This is an optimization exercise on Yosys and OpenROAD, whose aim is small area, a short achievable clock period and few clock cycles per item, not a production implementation. The RTL was checked by simulation tests, not by an equivalence proof against the original design. The flow treats the clock pin as an ideal source. Dropping or thinning the clock tree relies on that and would not hold on a real chip. Power and IR drop assume default switching activity.

run A:
==> flow/design.v (excerpt) <==
module lfm_calibrator (
    input  wire        clk,
    input  wire        rst,
    input  wire        start,
    input  wire [15:0] scan1,
    input  wire [15:0] scan2,
    input  wire        smp_valid,
    output reg         smp_ready,
    input  wire [11:0] smp,
    output reg         done,
    output reg         cal_ok,
    output reg  [43:0] cal_num,
    output reg  [31:0] cal_den
);
Size: ~1100 cells after synthesis, roughly 11000 um^2 of cells after synthesis.
Settings: LEC_CHECK=0, CAP_MARGIN=20, CORE_MARGIN=2, CORE_UTILIZATION=65, SLEW_MARGIN=20; clock period 15.0 ns.
standard.sh (not shown) runs the stock make flow with config.mk's settings and CLKGATE_MAP_FILE= SYNTH_SCRIPT=/design/flow/synth_recipe.tcl, a recipe that flattens the netlist after the stock synthesis.
==> flow/flow/run.sh <==
#!/bin/bash
# The standard layout, with two changes:
# - every port is buffered by a plain buf_1 instead of the delay buffer
#   buffer_ports picks by default;
# - after CTS, flow/myclk.tcl replaces the clock tree CTS built (a root
#   buffer under the port feeding an H-tree of leaf buffers) by two balanced
#   levels of clkbuf_8: four buffers under the port, each feeding buffers at
#   the centres of clusters of flip-flops.
set -euo pipefail
export BUFFER_PORTS_ARGS="-buffer_cell sky130_fd_sc_hd__buf_1"
export POST_CTS_TCL="$PWD/flow/myclk.tcl"
bash standard.sh > standard.log 2>&1
==> flow/flow/myclk.tcl <==
# Rebuild the clock tree as two balanced levels of buffers under the clock
# port: NL1 buffers driven by the port, each driving NL2/NL1 buffers placed at
# the centres of k-means clusters of the flip-flops.
set nl1 [expr {[info exists ::env(MYCLK_NL1)] ? $::env(MYCLK_NL1) : 4}]
set nl2 [expr {[info exists ::env(MYCLK_NL2)] ? $::env(MYCLK_NL2) : 12}]
set bm1 [expr {[info exists ::env(MYCLK_BUF1)] ? $::env(MYCLK_BUF1) : "sky130_fd_sc_hd__clkbuf_8"}]
set bm2 [expr {[info exists ::env(MYCLK_BUF2)] ? $::env(MYCLK_BUF2) : "sky130_fd_sc_hd__clkbuf_8"}]
set block [ord::get_db_block]
set db [ord::get_db]
set clknet [$block findNet clk]

# 1. undo the tree CTS built: every cell on a clock net other than a register
set sinks {}
set kill {}
set knets {}
foreach net [$block getNets] {
  if {[$net getSigType] != "CLOCK" && $net != $clknet} { continue }
  set isclk 0
  if {$net == $clknet || [string match "clknet*" [$net getName]]} { set isclk 1 }
  if {!$isclk} { continue }
  if {$net != $clknet} { lappend knets $net }
  foreach it [$net getITerms] {
    set inst [$it getInst]
    set m [[$inst getMaster] getName]
    if {[string match "*df*" $m] && [[$it getMTerm] getName] == "CLK"} {
      lappend sinks $it
    } else {
      if {[lsearch -exact $kill $inst] < 0} { lappend kill $inst }
    }
  }
}
puts "myclk: [llength $sinks] sinks, removing [llength $kill] cells and [llength $knets] nets"
foreach it $sinks { $it disconnect }
foreach inst $kill { odb::dbInst_destroy $inst }
foreach net $knets { odb::dbNet_destroy $net }

proc centre {it} {
  set b [[$it getInst] getBBox]
  return [list [expr {([$b xMin] + [$b xMax]) / 2.0}] [expr {([$b yMin] + [$b yMax]) / 2.0}]]
}
# k-means of points {obj x y} into k groups; returns list of {cx cy members}
proc kmeans {pts k} {
  set n [llength $pts]
  set sx [lsort -real -index 1 $pts]
  set cents {}
  for {set i 0} {$i < $k} {incr i} {
    set p [lindex $sx [expr {int(($i + 0.5) * $n / $k)}]]
    lappend cents [list [lindex $p 1] [lindex $p 2]]
  }
  for {set iter 0} {$iter < 50} {incr iter} {
    set groups [lrepeat $k {}]
    foreach p $pts {
      set best 0; set bd 1e30
      for {set i 0} {$i < $k} {incr i} {
        set c [lindex $cents $i]
        set d [expr {abs([lindex $p 1] - [lindex $c 0]) + abs([lindex $p 2] - [lindex $c 1])}]
        if {$d < $bd} { set bd $d; set best $i }
      }
      lset groups $best [concat [lindex $groups $best] [list $p]]
    }
    set cents {}
    for {set i 0} {$i < $k} {incr i} {
      set g [lindex $groups $i]
      set m [llength $g]
      if {$m == 0} { lappend cents [list 0 0]; continue }
      set ax 0; set ay 0
      foreach p $g { set ax [expr {$ax + [lindex $p 1]}]; set ay [expr {$ay + [lindex $p 2]}] }
      lappend cents [list [expr {$ax / $m}] [expr {$ay / $m}]]
    }
  }
  # final assignment with a cap on the group size, nearest pairs first
  set cap [expr {int(ceil(1.1 * $n / $k))}]
  set pairs {}
  set pi 0
  foreach p $pts {
    for {set i 0} {$i < $k} {incr i} {
      set c [lindex $cents $i]
      lappend pairs [list [expr {abs([lindex $p 1] - [lindex $c 0]) + abs([lindex $p 2] - [lindex $c 1])}] $pi $i]
    }
    incr pi
  }
  set pairs [lsort -real -index 0 $pairs]
  set taken [lrepeat $n 0]
  set size [lrepeat $k 0]
  set groups [lrepeat $k {}]
  foreach pr $pairs {
    lassign $pr d pi i
    if {[lindex $taken $pi] || [lindex $size $i] >= $cap} { continue }
    lset taken $pi 1
    lset size $i [expr {[lindex $size $i] + 1}]
    lset groups $i [concat [lindex $groups $i] [list [lindex $pts $pi]]]
  }
  set out {}
  for {set i 0} {$i < $k} {incr i} {
    set g [lindex $groups $i]
    set m [llength $g]
    if {$m == 0} { continue }
    set ax 0; set ay 0
    foreach p $g { set ax [expr {$ax + [lindex $p 1]}]; set ay [expr {$ay + [lindex $p 2]}] }
    lappend out [list [expr {$ax / $m}] [expr {$ay / $m}] $g]
  }
  return $out
}
proc addbuf {block db mname name x y innet} {
  set inst [odb::dbInst_create $block [$db findMaster $mname] $name]
  $inst setLocation [expr {int($x)}] [expr {int($y)}]
  $inst setPlacementStatus PLACED
  set net [odb::dbNet_create $block "${name}_net"]
  $net setSigType CLOCK
  [$inst findITerm A] connect $innet
  [$inst findITerm X] connect $net
  return [list $inst $net]
}

set pts {}
foreach it $sinks { lappend pts [list $it {*}[centre $it]] }
set g2 [kmeans $pts $nl2]
# level 2 buffers, then group them under level 1 buffers
set l2 {}
set i 0
foreach g $g2 {
  lappend l2 [list $i [lindex $g 0] [lindex $g 1] [lindex $g 2]]
  incr i
}
set g1 [kmeans $l2 $nl1]
set j 0
foreach grp $g1 {
  lassign $grp cx cy members
  lassign [addbuf $block $db $bm1 "myclk_l1_$j" $cx $cy $clknet] b1 n1
  foreach m $members {
    lassign $m idx mx my sinkpts
    lassign [addbuf $block $db $bm2 "myclk_l2_$idx" $mx $my $n1] b2 n2
    foreach p $sinkpts { [lindex $p 0] connect $n2 }
    puts "myclk: l1 $j l2 $idx drives [llength $sinkpts] sinks"
  }
  incr j
}
detailed_placement
check_placement
Testbench counts of run A, summed over its fixed seeds: cycles 235,945, items 96.
What run B does differently from run A at the input level:
- CORE_UTILIZATION: 65 -> 80
diff --git a/flow/flow/myclk.tcl b/flow/flow/myclk.tcl
--- a/flow/flow/myclk.tcl
+++ b/flow/flow/myclk.tcl
@@ -5 +5 @@
-set nl2 [expr {[info exists ::env(MYCLK_NL2)] ? $::env(MYCLK_NL2) : 12}]
+set nl2 [expr {[info exists ::env(MYCLK_NL2)] ? $::env(MYCLK_NL2) : 14}]
@@ -42 +42 @@
-proc kmeans {pts k} {
+proc kmeans {pts k {slack 1.2}} {
@@ -72 +72 @@
-  set cap [expr {int(ceil(1.1 * $n / $k))}]
+  set cap [expr {int(ceil($slack * $n / $k))}]
@@ -125 +125 @@
-set g1 [kmeans $l2 $nl1]
+set g1 [kmeans $l2 $nl1 1.0]
@@ -137,0 +138,11 @@
+# the input buffer of smp_valid feeds many gates: give it more drive
+foreach pname {smp_valid} {
+  set pnet [$block findNet $pname]
+  foreach it [$pnet getITerms] {
+    set inst [$it getInst]
+    if {[string match "*buf_1" [[$inst getMaster] getName]]} {
+      $inst swapMaster [$db findMaster sky130_fd_sc_hd__buf_4]
+      puts "myclk: $pname buffer [$inst getName] is now buf_4"
+    }
+  }
+}
### Flow results
The flow did not stop early for run B: all stages ran, and the layout cleared the timing, DRC and antenna checks. Relative to run A, global routing met3 resource utilization has gone up in run B. Of run B and run A, it is run B that has the higher wire length. Looking at utilization of the core after routing across run B and run A, the one that comes out higher is run B.
Setup changes, run B to run C
- swapping 80 for 65 in CORE_UTILIZATION
- putting PLACE_DENSITY at 0.9 where nothing was set
diff --git a/flow/flow/myclk.tcl b/flow/flow/myclk.tcl
--- a/flow/flow/myclk.tcl
+++ b/flow/flow/myclk.tcl
@@ -148,0 +149,22 @@
+# flip-flops of cell dfxtp_1 that drive an output port (through its buffer)
+# and also four or more other pins: give them the stronger dfxtp_2 or _4
+foreach port [$block getBTerms] {
+  if {[$port getIoType] != "OUTPUT"} { continue }
+  set onet [$port getNet]
+  set drv [$onet getFirstOutput]
+  if {$drv == "NULL"} { continue }
+  set obuf [$drv getInst]
+  set inet [[$obuf findITerm A] getNet]
+  if {$inet == "NULL"} { continue }
+  set fdrv [$inet getFirstOutput]
+  if {$fdrv == "NULL"} { continue }
+  set ff [$fdrv getInst]
+  if {[[$ff getMaster] getName] != "sky130_fd_sc_hd__dfxtp_1"} { continue }
+  set fo [expr {[llength [$inet getITerms]] - 1}]
+  if {$fo >= 8} {
+    $ff swapMaster [$db findMaster sky130_fd_sc_hd__dfxtp_4]
+  } elseif {$fo >= 4} {
+    $ff swapMaster [$db findMaster sky130_fd_sc_hd__dfxtp_2]
+  } else { continue }
+  puts "myclk: [$ff getName] (fanout $fo) drives [$port getName]: now [[$ff getMaster] getName]"
+}
Notes after the runs:
Per the final summary, run C finished and its layout is clean on timing, DRC and antenna.
The lower multi-input logic portion of the cell area came out of run C.
Run C vs. run B: floorplan die height increased by 11% relative to the old numbers, insertion delay of the later-clocked pin in the worst-skew pair rose 0.02 ns.
From run B to run C the numbers moved as follows: total overflow reported by the global router did not really move, switching share of total power went up, full die area went up, cell count after placement went up, sequential group share of total power went down.
| total wire length after detailed routing | run C vs run B | ≈ equal |
No run of this note takes its clock network from TritonCTS; it comes from the design's own scripts or RTL.

========
Another version of the RTL of lfm_calibrator (not shown whole).
Size: ~1100 cells after synthesis, ~130 I/O pins.
clock: 15.0 ns
lec_check: 0
cap_margin: 20
core_margin: 2
core_utilization: 40
cts_buf_list: sky130_fd_sc_hd__clkbuf_8
slew_margin: 20
==> flow/flow/run.sh <==
#!/bin/bash
# The standard layout, with every port buffered by a plain buf_1 instead of
# the delay buffer buffer_ports picks by default.
set -euo pipefail
export BUFFER_PORTS_ARGS="-buffer_cell sky130_fd_sc_hd__buf_1"
bash standard.sh > standard.log 2>&1
Testbench counts at the start, summed over its fixed seeds: cycles 235,945, items 96.
Edit:
CTS_BUF_LIST = not set   (was sky130_fd_sc_hd__clkbuf_8)
The changed run went through all stages and came out clean.
First-iteration DRC count fell by 6.9%.
Non-clock buffer count goes up by 1.
Die area stays the same.
Sequential share of layout area goes down by 0.60 points.
Total power rises by 12%.
Clock power rose by 36%.
Edit:
CTS_CLUSTER_DIAMETER = 300   (was not set)
CTS_CLUSTER_SIZE = 50   (was not set)
Final cell count does not change. Clock power stays flat. Power is unchanged. Clock-buffer cell count is unchanged.

========
Setup of run 1:
lfm_calibrator with an RTL version that a note above also has.
Size in the first run: roughly 1100 cells after synthesis, ~160 flip-flops, about 130 I/O pins, about 11000 um2 of cells after synthesis.
clock: 15.0 ns
lec_check: 0
cap_margin: 20
core_margin: 2
core_utilization: 65
slew_margin: 20
==> flow/flow/run.sh <==
#!/bin/bash
# The standard layout, with two changes:
# - every port is buffered by a plain buf_1 instead of the delay buffer
#   buffer_ports picks by default;
# - after CTS, flow/myclk.tcl replaces the clock tree CTS built (a root
#   buffer under the port feeding an H-tree of leaf buffers) by two balanced
#   levels of clkbuf_8: four buffers under the port, each feeding buffers at
#   the centres of clusters of flip-flops.
set -euo pipefail
export BUFFER_PORTS_ARGS="-buffer_cell sky130_fd_sc_hd__buf_1"
export POST_CTS_TCL="$PWD/flow/myclk.tcl"
bash standard.sh > standard.log 2>&1
==> flow/flow/myclk.tcl <==
# Rebuild the clock tree as two balanced levels of buffers under the clock
# port: NL1 buffers driven by the port, each driving NL2/NL1 buffers placed at
# the centres of k-means clusters of the flip-flops.
set nl1 [expr {[info exists ::env(MYCLK_NL1)] ? $::env(MYCLK_NL1) : 4}]
set nl2 [expr {[info exists ::env(MYCLK_NL2)] ? $::env(MYCLK_NL2) : 14}]
set bm1 [expr {[info exists ::env(MYCLK_BUF1)] ? $::env(MYCLK_BUF1) : "sky130_fd_sc_hd__clkbuf_8"}]
set bm2 [expr {[info exists ::env(MYCLK_BUF2)] ? $::env(MYCLK_BUF2) : "sky130_fd_sc_hd__clkbuf_8"}]
set block [ord::get_db_block]
set db [ord::get_db]
set clknet [$block findNet clk]

# 1. undo the tree CTS built: every cell on a clock net other than a register
set sinks {}
set kill {}
set knets {}
foreach net [$block getNets] {
  if {[$net getSigType] != "CLOCK" && $net != $clknet} { continue }
  set isclk 0
  if {$net == $clknet || [string match "clknet*" [$net getName]]} { set isclk 1 }
  if {!$isclk} { continue }
  if {$net != $clknet} { lappend knets $net }
  foreach it [$net getITerms] {
    set inst [$it getInst]
    set m [[$inst getMaster] getName]
    if {[string match "*df*" $m] && [[$it getMTerm] getName] == "CLK"} {
      lappend sinks $it
    } else {
      if {[lsearch -exact $kill $inst] < 0} { lappend kill $inst }
    }
  }
}
puts "myclk: [llength $sinks] sinks, removing [llength $kill] cells and [llength $knets] nets"
foreach it $sinks { $it disconnect }
foreach inst $kill { odb::dbInst_destroy $inst }
foreach net $knets { odb::dbNet_destroy $net }

proc centre {it} {
  set b [[$it getInst] getBBox]
  return [list [expr {([$b xMin] + [$b xMax]) / 2.0}] [expr {([$b yMin] + [$b yMax]) / 2.0}]]
}
# k-means of points {obj x y} into k groups; returns list of {cx cy members}
proc kmeans {pts k {slack 1.2}} {
  set n [llength $pts]
  set sx [lsort -real -index 1 $pts]
  set cents {}
  for {set i 0} {$i < $k} {incr i} {
    set p [lindex $sx [expr {int(($i + 0.5) * $n / $k)}]]
    lappend cents [list [lindex $p 1] [lindex $p 2]]
  }
  for {set iter 0} {$iter < 50} {incr iter} {
    set groups [lrepeat $k {}]
    foreach p $pts {
      set best 0; set bd 1e30
      for {set i 0} {$i < $k} {incr i} {
        set c [lindex $cents $i]
        set d [expr {abs([lindex $p 1] - [lindex $c 0]) + abs([lindex $p 2] - [lindex $c 1])}]
        if {$d < $bd} { set bd $d; set best $i }
      }
      lset groups $best [concat [lindex $groups $best] [list $p]]
    }
    set cents {}
    for {set i 0} {$i < $k} {incr i} {
      set g [lindex $groups $i]
      set m [llength $g]
      if {$m == 0} { lappend cents [list 0 0]; continue }
      set ax 0; set ay 0
      foreach p $g { set ax [expr {$ax + [lindex $p 1]}]; set ay [expr {$ay + [lindex $p 2]}] }
      lappend cents [list [expr {$ax / $m}] [expr {$ay / $m}]]
    }
  }
  # final assignment with a cap on the group size, nearest pairs first
  set cap [expr {int(ceil($slack * $n / $k))}]
  set pairs {}
  set pi 0
  foreach p $pts {
    for {set i 0} {$i < $k} {incr i} {
      set c [lindex $cents $i]
      lappend pairs [list [expr {abs([lindex $p 1] - [lindex $c 0]) + abs([lindex $p 2] - [lindex $c 1])}] $pi $i]
    }
    incr pi
  }
  set pairs [lsort -real -index 0 $pairs]
  set taken [lrepeat $n 0]
  set size [lrepeat $k 0]
  set groups [lrepeat $k {}]
  foreach pr $pairs {
    lassign $pr d pi i
    if {[lindex $taken $pi] || [lindex $size $i] >= $cap} { continue }
    lset taken $pi 1
    lset size $i [expr {[lindex $size $i] + 1}]
    lset groups $i [concat [lindex $groups $i] [list [lindex $pts $pi]]]
  }
  set out {}
  for {set i 0} {$i < $k} {incr i} {
    set g [lindex $groups $i]
    set m [llength $g]
    if {$m == 0} { continue }
    set ax 0; set ay 0
    foreach p $g { set ax [expr {$ax + [lindex $p 1]}]; set ay [expr {$ay + [lindex $p 2]}] }
    lappend out [list [expr {$ax / $m}] [expr {$ay / $m}] $g]
  }
  return $out
}
proc addbuf {block db mname name x y innet} {
  set inst [odb::dbInst_create $block [$db findMaster $mname] $name]
  $inst setLocation [expr {int($x)}] [expr {int($y)}]
  $inst setPlacementStatus PLACED
  set net [odb::dbNet_create $block "${name}_net"]
  $net setSigType CLOCK
  [$inst findITerm A] connect $innet
  [$inst findITerm X] connect $net
  return [list $inst $net]
}

set pts {}
foreach it $sinks { lappend pts [list $it {*}[centre $it]] }
set g2 [kmeans $pts $nl2]
# level 2 buffers, then group them under level 1 buffers
set l2 {}
set i 0
foreach g $g2 {
  lappend l2 [list $i [lindex $g 0] [lindex $g 1] [lindex $g 2]]
  incr i
}
set g1 [kmeans $l2 $nl1 1.0]
set j 0
foreach grp $g1 {
  lassign $grp cx cy members
  lassign [addbuf $block $db $bm1 "myclk_l1_$j" $cx $cy $clknet] b1 n1
  foreach m $members {
    lassign $m idx mx my sinkpts
    lassign [addbuf $block $db $bm2 "myclk_l2_$idx" $mx $my $n1] b2 n2
    foreach p $sinkpts { [lindex $p 0] connect $n2 }
    puts "myclk: l1 $j l2 $idx drives [llength $sinkpts] sinks"
  }
  incr j
}
# the input buffer of smp_valid feeds many gates: give it more drive
foreach pname {smp_valid} {
  set pnet [$block findNet $pname]
  foreach it [$pnet getITerms] {
    set inst [$it getInst]
    if {[string match "*buf_1" [[$inst getMaster] getName]]} {
      $inst swapMaster [$db findMaster sky130_fd_sc_hd__buf_4]
      puts "myclk: $pname buffer [$inst getName] is now buf_4"
    }
  }
}
detailed_placement
check_placement
Testbench counts of run 1, summed over its fixed seeds: cycles 235,945, items 96.
The following lists how run 2 was set up differently from run 1:
# run 1
export LEC_CHECK = 0
export CAP_MARGIN = 20
export CORE_MARGIN = 2
export CORE_UTILIZATION = 65
export SLEW_MARGIN = 20
create_clock -name core_clock -period 15.0 [get_ports {clk}]
# run 2
export LEC_CHECK = 0
export CAP_MARGIN = 20
export CORE_MARGIN = 2
export CORE_UTILIZATION = 50
export SLEW_MARGIN = 20
create_clock -name core_clock -period 15.0 [get_ports {clk}]
-- flow/flow/myclk.tcl --
<<< run 1, line 149
>>> run 2, line 149
# flip-flops of cell dfxtp_1 that drive an output port (through its buffer)
# and also four or more other pins: give them the stronger dfxtp_2 or _4
foreach port [$block getBTerms] {
  if {[$port getIoType] != "OUTPUT"} { continue }
  set onet [$port getNet]
  set drv [$onet getFirstOutput]
  if {$drv == "NULL"} { continue }
  set obuf [$drv getInst]
  set inet [[$obuf findITerm A] getNet]
  if {$inet == "NULL"} { continue }
  set fdrv [$inet getFirstOutput]
  if {$fdrv == "NULL"} { continue }
  set ff [$fdrv getInst]
  if {[[$ff getMaster] getName] != "sky130_fd_sc_hd__dfxtp_1"} { continue }
  set fo [expr {[llength [$inet getITerms]] - 1}]
  if {$fo >= 8} {
    $ff swapMaster [$db findMaster sky130_fd_sc_hd__dfxtp_4]
  } elseif {$fo >= 4} {
    $ff swapMaster [$db findMaster sky130_fd_sc_hd__dfxtp_2]
  } else { continue }
  puts "myclk: [$ff getName] (fanout $fo) drives [$port getName]: now [[$ff getMaster] getName]"
}
Results
In the reports for run 2 and run 1, the smaller met1 layer usage reported by global route belongs to run 2. Total power of run 2 is higher than that of run 1. Cmp run 2 and run 1 / cell area / higher: run 2. Run 1: all stages complete, timing, DRC and antenna checks passed. Run 2 went all the way through the flow, and no timing, DRC or antenna check failed. Worst clock skew: higher on run 1. Compared run 2 against run 1; post-synthesis instance area within noise. Run 1 has lower part of the power in the clock network than run 2. Relative to run 1, aggregate routed wire length has increased by 4.9% in run 2. Looking at run 2 and run 1, the total count of max-transition violations in the final report is a wash. [compare] base=run 1 new=run 2: clock insertion delay at the later pin of the skew report ~0 delta, largest fanout on the critical path -9. On run 2: cell area after placement is 0.81% higher than what run 1 gave.
Input changes introduced in run 3 (baseline for comparison: run 2):
# run 2
export LEC_CHECK = 0
export CAP_MARGIN = 20
export CORE_MARGIN = 2
export CORE_UTILIZATION = 50
export SLEW_MARGIN = 20
create_clock -name core_clock -period 15.0 [get_ports {clk}]
# run 3
export LEC_CHECK = 0
export CAP_MARGIN = 20
export CORE_MARGIN = 2
export CORE_UTILIZATION = 65
export SLEW_MARGIN = 20
create_clock -name core_clock -period 15.0 [get_ports {clk}]
==> flow/flow/run.sh <==
#!/bin/bash
# The standard layout (standard.sh), with these changes:
# - every port is buffered by a plain buf_1 instead of the delay buffer
#   buffer_ports picks by default;
# - after CTS, flow/myclk.tcl (run as ORFS's POST_CTS_TCL hook) replaces the
#   clock tree CTS built (a root buffer under the port feeding an H-tree of
#   leaf buffers) by two balanced levels of clkbuf_8: four buffers under the
#   port, each feeding buffers at the centres of clusters of flip-flops;
#   it also gives the buffer of smp_valid, which feeds many gates, the drive
#   of a buf_4, and the dfxtp_1 flip-flops that drive an output and four or
#   more other pins the drive of a dfxtp_2 (a dfxtp_4 from eight), and the
#   output buffers after enable flip-flops that drive six or more other pins
#   that of a buf_2.
# Each tool's full output is in orfs/logs/ (standard.sh's own in standard.log).
set -euo pipefail
export BUFFER_PORTS_ARGS="-buffer_cell sky130_fd_sc_hd__buf_1"
export POST_CTS_TCL="$PWD/flow/myclk.tcl"
bash standard.sh > standard.log 2>&1
-- flow/flow/myclk.tcl --
<<< run 2, line 162
>>> run 3, line 162
  set fo [expr {[llength [$inet getITerms]] - 1}]
  # an enable flip-flop has no stronger version: a heavily loaded one gets
  # a stronger output buffer instead
  if {[[$ff getMaster] getName] == "sky130_fd_sc_hd__edfxtp_1" && $fo >= 6} {
    $obuf swapMaster [$db findMaster sky130_fd_sc_hd__buf_2]
    puts "myclk: [$obuf getName] for [$port getName] (flip-flop fanout $fo) is now buf_2"
    continue
  }
<<< run 2, line 163
  set fo [expr {[llength [$inet getITerms]] - 1}]
>>> run 3, line 171
==> comparison <==
Per the comparison of run 3 with run 2, wire length shrank by about 4%, area of the die went down, number of DRC markers in iteration 0 went up 353, cell area decreased by about 0.7% relative to the old numbers. Diff run 2 -> run 3: peak supply drop now sits higher; sequential portion of the cell area now sits higher.
Changes in run 4 relative to run 3:
==> flow/flow/run.sh <==
#!/bin/bash
# The standard layout, with two changes:
# - every port is buffered by a plain buf_1 instead of the delay buffer
#   buffer_ports picks by default;
# - after CTS, flow/myclk.tcl replaces the clock tree CTS built (a root
#   buffer under the port feeding an H-tree of leaf buffers) by two balanced
#   levels of clkbuf_8: four buffers under the port, each feeding buffers at
#   the centres of clusters of flip-flops.
set -euo pipefail
export BUFFER_PORTS_ARGS="-buffer_cell sky130_fd_sc_hd__buf_1"
export POST_CTS_TCL="$PWD/flow/myclk.tcl"
bash standard.sh > standard.log 2>&1
-- flow/flow/myclk.tcl --
<<< run 3, line 162
>>> run 4, line 162
  if {[[$ff getMaster] getName] != "sky130_fd_sc_hd__dfxtp_1"} { continue }
<<< run 3, line 163
  # an enable flip-flop has no stronger version: a heavily loaded one gets
  # a stronger output buffer instead
  if {[[$ff getMaster] getName] == "sky130_fd_sc_hd__edfxtp_1" && $fo >= 6} {
    $obuf swapMaster [$db findMaster sky130_fd_sc_hd__buf_2]
    puts "myclk: [$obuf getName] for [$port getName] (flip-flop fanout $fo) is now buf_2"
    continue
  }
  if {[[$ff getMaster] getName] != "sky130_fd_sc_hd__dfxtp_1"} { continue }
>>> run 4, line 164
==> comparison <==
Run 4 vs. run 3: relative slew slack moved up; post-route standard cell area excluding fillers saw little to no change; setup slack of the critical path after layout saw an increase; period utilization ~0 delta; fraction of the core area covered by cells at the end of the flow was more or less identical.
In every run of this note, the design's own scripts or RTL, not TritonCTS, make the clock network.

-- what the ideal ports hide --
The flow's constraints put no driver on any port. The routed layouts listed below were extracted and timed again, unchanged, in two steps.
Step 1: set_driving_cell puts a clkbuf_16 on clk and a buf_2 on each other input, an assumption about the parent block.
Step 2 moves the port delays by t, midway between the first and last clock arrival at a register: inputs arrive t later, outputs are due t later. That takes back most of the time a late clock gives input paths.
Slacks: ideal ports / drivers / drivers and shift; pairs: ideal ports / drivers.
run	t (ns)	setup slack, ns	hold WS [ns]	worst setup path after step 2	pins driven straight from the clock port
run A	0.371	10.915 / 10.837 / 10.769	0.456 / 0.456 / 0.456	input to register	4
run B	0.370	10.893 / 10.812 / 10.991	0.478 / 0.478 / 0.478	input to register	4
run C	0.378	10.901 / 10.830 / 10.949	0.462 / 0.462 / 0.462	register to register	4
the first run of note 2	0.510	10.631 / 10.584 / 10.824	0.462 / 0.462 / 0.462	input to register	1
the second run of note 2	0.480	10.668 / 10.618 / 10.798	0.455 / 0.455 / 0.455	input to register	1
the third run of note 2	0.480	10.668 / 10.618 / 10.798	0.455 / 0.455 / 0.455	input to register	1
run 1	0.378	10.927 / 10.851 / 10.978	0.456 / 0.456 / 0.456	input to register	4
run 2	0.377	10.882 / 10.801 / 10.968	0.454 / 0.454 / 0.454	input to register	4
run 3	0.378	10.940 / 10.864 / 10.983	0.445 / 0.445 / 0.445	input to register	4
run 4	0.378	10.952 / 10.876 / 10.983	0.445 / 0.445 / 0.445	input to register	4
After both steps every run listed still meets setup and hold. For run A, which loses most, drivers alone change the setup slack by -0.078 ns; drivers and shift together by -0.146 ns.
